This is an optimization exercise on Yosys and OpenROAD, whose aim is small area, a short achievable clock period and few clock cycles per item, not a production implementation.
In this exercise RTL edits were held to simulation tests only and were not proved equivalent to the original.
Power figures rest on the tool's default switching activity, not on a simulated workload.

Setup of old:
==> flow/design.v (excerpt) <==
module bcu (
    input  wire         clk,
    input  wire         rst,             
    input  wire         cmd_valid,
    output wire         cmd_ready,
    input  wire [127:0] cmd,
    output wire         rsp_valid,
    input  wire         rsp_ready,
    output wire [127:0] rsp
);
Size: about 4100 cells after synthesis, ~260 I/O pins, about 0.035 sq mm of cells after synthesis.
export LEC_CHECK = 0
export ABC_AREA = 1
export CAP_MARGIN = 30
export CORE_MARGIN = 2
export CORE_UTILIZATION = 45
export CTS_BUF_LIST = sky130_fd_sc_hd__clkbuf_4
export SETUP_SLACK_MARGIN = 5
export SLEW_MARGIN = 20
export TNS_END_PERCENT = 0
create_clock -name core_clock -period 12.0 [get_ports {clk}]
standard.sh (not shown) runs the stock make flow with config.mk's settings and CLKGATE_MAP_FILE= SYNTH_SCRIPT=/design/flow/synth_recipe.tcl, a recipe that flattens the netlist after the stock synthesis.
==> flow/flow/run.sh <==
#!/bin/bash
# Layout flow: the standard flow (standard.sh), except that
#  - synthesis maps the logic with the ABC script in flow/abc_area.script
#    (an area-oriented mapping) instead of ORFS's; the registers and every
#    other synthesis step are the standard synthesis's;
#  - the port buffers are sky130_fd_sc_hd__buf_1 (ORFS picks a delay cell);
#  - clock tree synthesis adds no dummy loads.
# Each step's full output goes to a log file in this folder (and ORFS's own
# logs under orfs/logs).
set -euo pipefail
here=$(pwd)
rm -rf "$here/cs_scripts"
cp -r "$FLOW_HOME/scripts" "$here/cs_scripts"
cp "$here/flow/abc_area.script" "$here/cs_scripts/abc_area.script"
bash standard.sh SCRIPTS_DIR="$here/cs_scripts" ABC_AREA=1 synth > "$here/synth.log" 2>&1
bash standard.sh "BUFFER_PORTS_ARGS=-buffer_cell sky130_fd_sc_hd__buf_1" SETUP_SLACK_MARGIN=6.5 "CTS_ARGS=-sink_clustering_enable -repair_clock_nets -buf_list sky130_fd_sc_hd__clkbuf_4 -dont_use_dummy_load" finish > "$here/layout.log" 2>&1
==> flow/flow/abc_area.script <==
strash
&get -n
&fraig -x
&put
scorr
dc2
strash
&get -n
&dc2
&synch2
&nf -R 1000
&put
buffer -c
topo
stime -c
upsize -c
dnsize -c
Per the final summary, old finished and its layout is clean on timing, DRC and antenna.
Testbench counts of old, summed over its fixed seeds: cycles 8,118, commands 8,046.
Input-level comparison between new and old:
--- a/flow/design.v
+++ b/flow/design.v
@@ -123,38 +123,45 @@
     wire u_clr  = (o4 == 4'hA);
     wire u_setp = (o4 == 4'h7);
     reg        t_p, t_l, t_o;            
     reg        t_rd;                     
     reg  [7:0] loff;                     
     reg        loff_v;                   
-    wire unit_ok = (u_dec  & t_p & t_rd) | (u_enc & t_p & ~t_rd) | (u_push & t_l & ~t_rd) |
-                   (u_rdf  & t_o & t_rd & loff_v) | (u_wrf & t_o & ~t_rd & loff_v) |
-                   ~(u_dec | u_enc | u_push | u_rdf | u_wrf);
+    reg ok_dec, ok_enc, ok_push, ok_rdf, ok_wrf;
+    wire unit_ok = ~((u_dec & ~ok_dec) | (u_enc & ~ok_enc) | (u_push & ~ok_push) |
+                     (u_rdf & ~ok_rdf) | (u_wrf & ~ok_wrf));
     assign cmd_ready = (~rv | rsp_ready) & (unit_ok | ~cmd_valid);
     wire   take      = cmd_valid & cmd_ready;
     always @(posedge clk) begin
         if (rst) begin
             t_p    <= 1'b1;
             t_l    <= 1'b0;
             t_o    <= 1'b0;
             t_rd   <= 1'b1;
             loff_v <= 1'b0;
+            ok_dec <= 1'b1; ok_enc <= 1'b0; ok_push <= 1'b0; ok_rdf <= 1'b0; ok_wrf <= 1'b0;
         end else if (cmd_valid & ~unit_ok) begin
             t_p    <= u_dec | u_enc;
             t_l    <= u_push;
             t_o    <= u_rdf | u_wrf;
             t_rd   <= u_dec | u_rdf;
             loff_v <= u_rdf | u_wrf;
+            ok_dec <= u_dec; ok_enc <= u_enc; ok_push <= u_push; ok_rdf <= u_rdf; ok_wrf <= u_wrf;
         end else if (take) begin
             if (u_clr | u_setp) begin
                 t_p  <= 1'b1;
                 t_l  <= 1'b0;
                 t_o  <= 1'b0;
                 t_rd <= u_setp;
+                ok_dec <= u_setp; ok_enc <= ~u_setp; ok_push <= 1'b0;
             end
             loff_v <= 1'b0;
+            ok_rdf <= 1'b0; ok_wrf <= 1'b0;
+        end else if (!cmd_valid) begin
+            loff_v <= 1'b0;              
+            ok_rdf <= 1'b0; ok_wrf <= 1'b0;
         end
     end
     always @(posedge clk) begin
         if (cmd_valid & ~unit_ok)
             loff <= c_off[7:0];
     end
==> comparison <==
old | status: complete | timing, DRC, antenna: pass
new went all the way through the flow, and no timing, DRC or antenna check failed.
new vs old — synthesized area rose about 0.5%.
The die used by new is larger than the one used by old.
[compare] base=old new=new: internal power contribution moved down; setup slack moved down; via-per-instance ratio now smaller; synthesized-area fraction occupied by adder cells roughly the same; transition time at the pin with the least slew margin now sits higher.
new against old; number of tap instances is up slightly.
Comparing new and old, the lower post-route fraction of the period consumed by the critical path is on old.
Testbench counts of new, summed over its fixed seeds: cycles 8,118, commands 8,046.

========
P:
Another version of the RTL of bcu (not shown whole).
For scale: about 4100 cells after synthesis, about 420 flip-flops, ~35000 µm² of cells after synthesis.
Settings: LEC_CHECK=0, ABC_AREA=1, CAP_MARGIN=30, CORE_MARGIN=2, CORE_UTILIZATION=40, CTS_BUF_LIST=sky130_fd_sc_hd__clkbuf_4, SETUP_SLACK_MARGIN=5, SLEW_MARGIN=20, TNS_END_PERCENT=0; clock period 12.0 ns.
==> flow/flow/run.sh <==
#!/bin/bash
# Layout flow: the standard flow (standard.sh), except that
#  - synthesis maps the logic with the ABC script in flow/abc_area.script
#    (an area-oriented mapping) instead of ORFS's; the registers and every
#    other synthesis step are the standard synthesis's;
#  - the port buffers are sky130_fd_sc_hd__buf_1 (ORFS picks a delay cell).
# Each step's full output goes to a log file in this folder (and ORFS's own
# logs under orfs/logs).
set -euo pipefail
here=$(pwd)
rm -rf "$here/cs_scripts"
cp -r "$FLOW_HOME/scripts" "$here/cs_scripts"
cp "$here/flow/abc_area.script" "$here/cs_scripts/abc_area.script"
bash standard.sh SCRIPTS_DIR="$here/cs_scripts" ABC_AREA=1 synth > "$here/synth.log" 2>&1
bash standard.sh "BUFFER_PORTS_ARGS=-buffer_cell sky130_fd_sc_hd__buf_1" finish > "$here/layout.log" 2>&1
Scripts as last shown in full above: flow/flow/abc_area.script
Testbench counts of P, summed over its fixed seeds: cycles 8,118, commands 8,046.
## Diff of input files: Q against P
--- a/flow/design.v
+++ b/flow/design.v
@@ -124,17 +124,17 @@
     wire u_setp = (o4 == 4'h7);
     reg        t_p, t_l, t_o;            
     reg        t_rd;                     
     reg  [7:0] loff;                     
     reg        loff_v;                   
     wire unit_ok = (u_dec  & t_p & t_rd) | (u_enc & t_p & ~t_rd) | (u_push & t_l & ~t_rd) |
                    (u_rdf  & t_o & t_rd & loff_v) | (u_wrf & t_o & ~t_rd & loff_v) |
                    ~(u_dec | u_enc | u_push | u_rdf | u_wrf);
-    assign cmd_ready = (~rv | rsp_ready) & (unit_ok | ~cmd_valid);
+    assign cmd_ready = (~rv | rsp_ready) & unit_ok;
     wire   take      = cmd_valid & cmd_ready;
     always @(posedge clk) begin
         if (rst) begin
             t_p    <= 1'b1;
             t_l    <= 1'b0;
             t_o    <= 1'b0;
             t_rd   <= 1'b1;
             loff_v <= 1'b0;
==> results.txt <==
Q against P: power moved down, wire length of the first global-routing pass moved up.
Min count of cell instances traversed by the critical path across Q and P: P
Higher net switching power of the design was reported by P, not Q.
Per the comparison of Q with P, utilization now sits higher; slack of the critical path increased by 0.090 ns relative to the old numbers.
[Q] fraction of power spent switching nets fell 1.5 points relative to P
Testbench counts of Q, summed over its fixed seeds: cycles 8,118, commands 8,046.

========
bcu, a different RTL version from the one above (not shown whole).
Size in the first run: ~4200 cells after synthesis, ~420 flip-flops, roughly 260 I/O pins.
==> flow/design.v (excerpt) <==
module bcu (
    input  wire         clk,
    input  wire         rst,             
    input  wire         cmd_valid,
    output wire         cmd_ready,
    input  wire [127:0] cmd,
    output wire         rsp_valid,
    input  wire         rsp_ready,
    output wire [127:0] rsp
);
export LEC_CHECK = 0
export ABC_AREA = 1
export CAP_MARGIN = 30
export CORE_MARGIN = 2
export CORE_UTILIZATION = 45
export CTS_BUF_LIST = sky130_fd_sc_hd__clkbuf_4
export SETUP_SLACK_MARGIN = 5
export SLEW_MARGIN = 20
export TNS_END_PERCENT = 0
create_clock -name core_clock -period 12.0 [get_ports {clk}]
==> flow/flow/run.sh <==
#!/bin/bash
# Layout flow: the standard flow (standard.sh), except that
#  - synthesis maps the logic with the ABC script in flow/abc_area.script
#    (an area-oriented mapping) instead of ORFS's; the registers and every
#    other synthesis step are the standard synthesis's;
#  - the port buffers are sky130_fd_sc_hd__buf_1 (ORFS picks a delay cell);
set -euo pipefail
here=$(pwd)
rm -rf "$here/cs_scripts"
cp -r "$FLOW_HOME/scripts" "$here/cs_scripts"
cp "$here/flow/abc_area.script" "$here/cs_scripts/abc_area.script"
bash standard.sh SCRIPTS_DIR="$here/cs_scripts" ABC_AREA=1 synth > "$here/synth.log" 2>&1
bash standard.sh "BUFFER_PORTS_ARGS=-buffer_cell sky130_fd_sc_hd__buf_1" SETUP_SLACK_MARGIN=6.5 finish > "$here/layout.log" 2>&1
Scripts as last shown in full above: flow/flow/abc_area.script
The starting point completed without violations.
Testbench counts at the start, summed over its fixed seeds: cycles 8,118, commands 8,046.
Change:
--- a/flow/design.v
+++ b/flow/design.v
@@ -144,24 +144,22 @@
             t_o    <= u_rdf | u_wrf;
             t_rd   <= u_dec | u_rdf;
             loff_v <= u_rdf | u_wrf;
         end else if (take) begin
             if (u_clr | u_setp) begin
                 t_p  <= 1'b1;
                 t_l  <= 1'b0;
                 t_o  <= 1'b0;
                 t_rd <= u_setp;
             end
             loff_v <= 1'b0;
-        end else if (!cmd_valid) begin
-            loff_v <= 1'b0;              
         end
     end
     always @(posedge clk) begin
         if (cmd_valid & ~unit_ok)
             loff <= c_off[7:0];
     end
     function [3:0] rowoh;
         input [4:0] b;
         input [2:0] j;
         reg   [3:0] h;                   
         reg         c;                   
The changed run produced a clean layout; cell area drops by a few percent; worst hold slack gets worse by 0.045 ns; via count barely changes; sequential share of layout area climbs by 0.75 points; worst setup slack gets better by 0.043 ns; global-route usage climbs by 0.39 points; die area drops slightly; wire length climbs slightly; cell count drops slightly; area after synthesis drops slightly; utilization drops by 0.63 points; fmax climbs slightly.
Testbench counts after the change, summed over its fixed seeds: cycles 8,118, commands 8,046.

## separate check: timing with driven ports
How much do the figures lean on ideal ports? The routed layouts below were timed once more, with nothing changed but the port constraints.
Step 1: set_driving_cell puts a clkbuf_16 on clk and a buf_2 on each other input, an assumption about the parent block.
Step 2, shift: input delay + t, output delay - t, t = (earliest + latest rising clock arrival at the registers) / 2. This alone moves slack from input paths to output paths.
Slacks: no drivers / after step 1 / after step 2; pairs: no drivers / after step 1.
| run | t, ns | setup slack, ns | clock arrival spread, ns | worst register clock-pin slew, ns | worst data-port slew with drivers (ns) |
|---|---|---|---|---|---|
| old | 0.980 | 5.708 / 5.709 / 4.729 | 0.123 / 0.124 | 0.07 / 0.07 | 0.13 |
| new | 1.019 | 5.360 / 5.360 / 4.363 | 0.134 / 0.134 | 0.09 / 0.09 | 0.09 |
| P | 1.022 | 4.646 / 4.677 / 3.656 | 0.108 / 0.107 | 0.09 / 0.09 | 0.07 |
| Q | 1.056 | 4.736 / 4.779 / 3.723 | 0.111 / 0.112 | 0.09 / 0.09 | 0.11 |
| the first run of note 3 | 1.012 | 5.597 / 5.628 / 4.615 | 0.058 / 0.057 | 0.08 / 0.08 | 0.11 |
| the second run of note 3 | 1.016 | 5.640 / 5.652 / 4.636 | 0.094 / 0.094 | 0.08 / 0.08 | 0.12 |
After both steps setup and hold are still met in every run listed. For Q, which loses most, drivers alone change the setup slack by +0.043 ns; drivers and shift together by -1.013 ns.
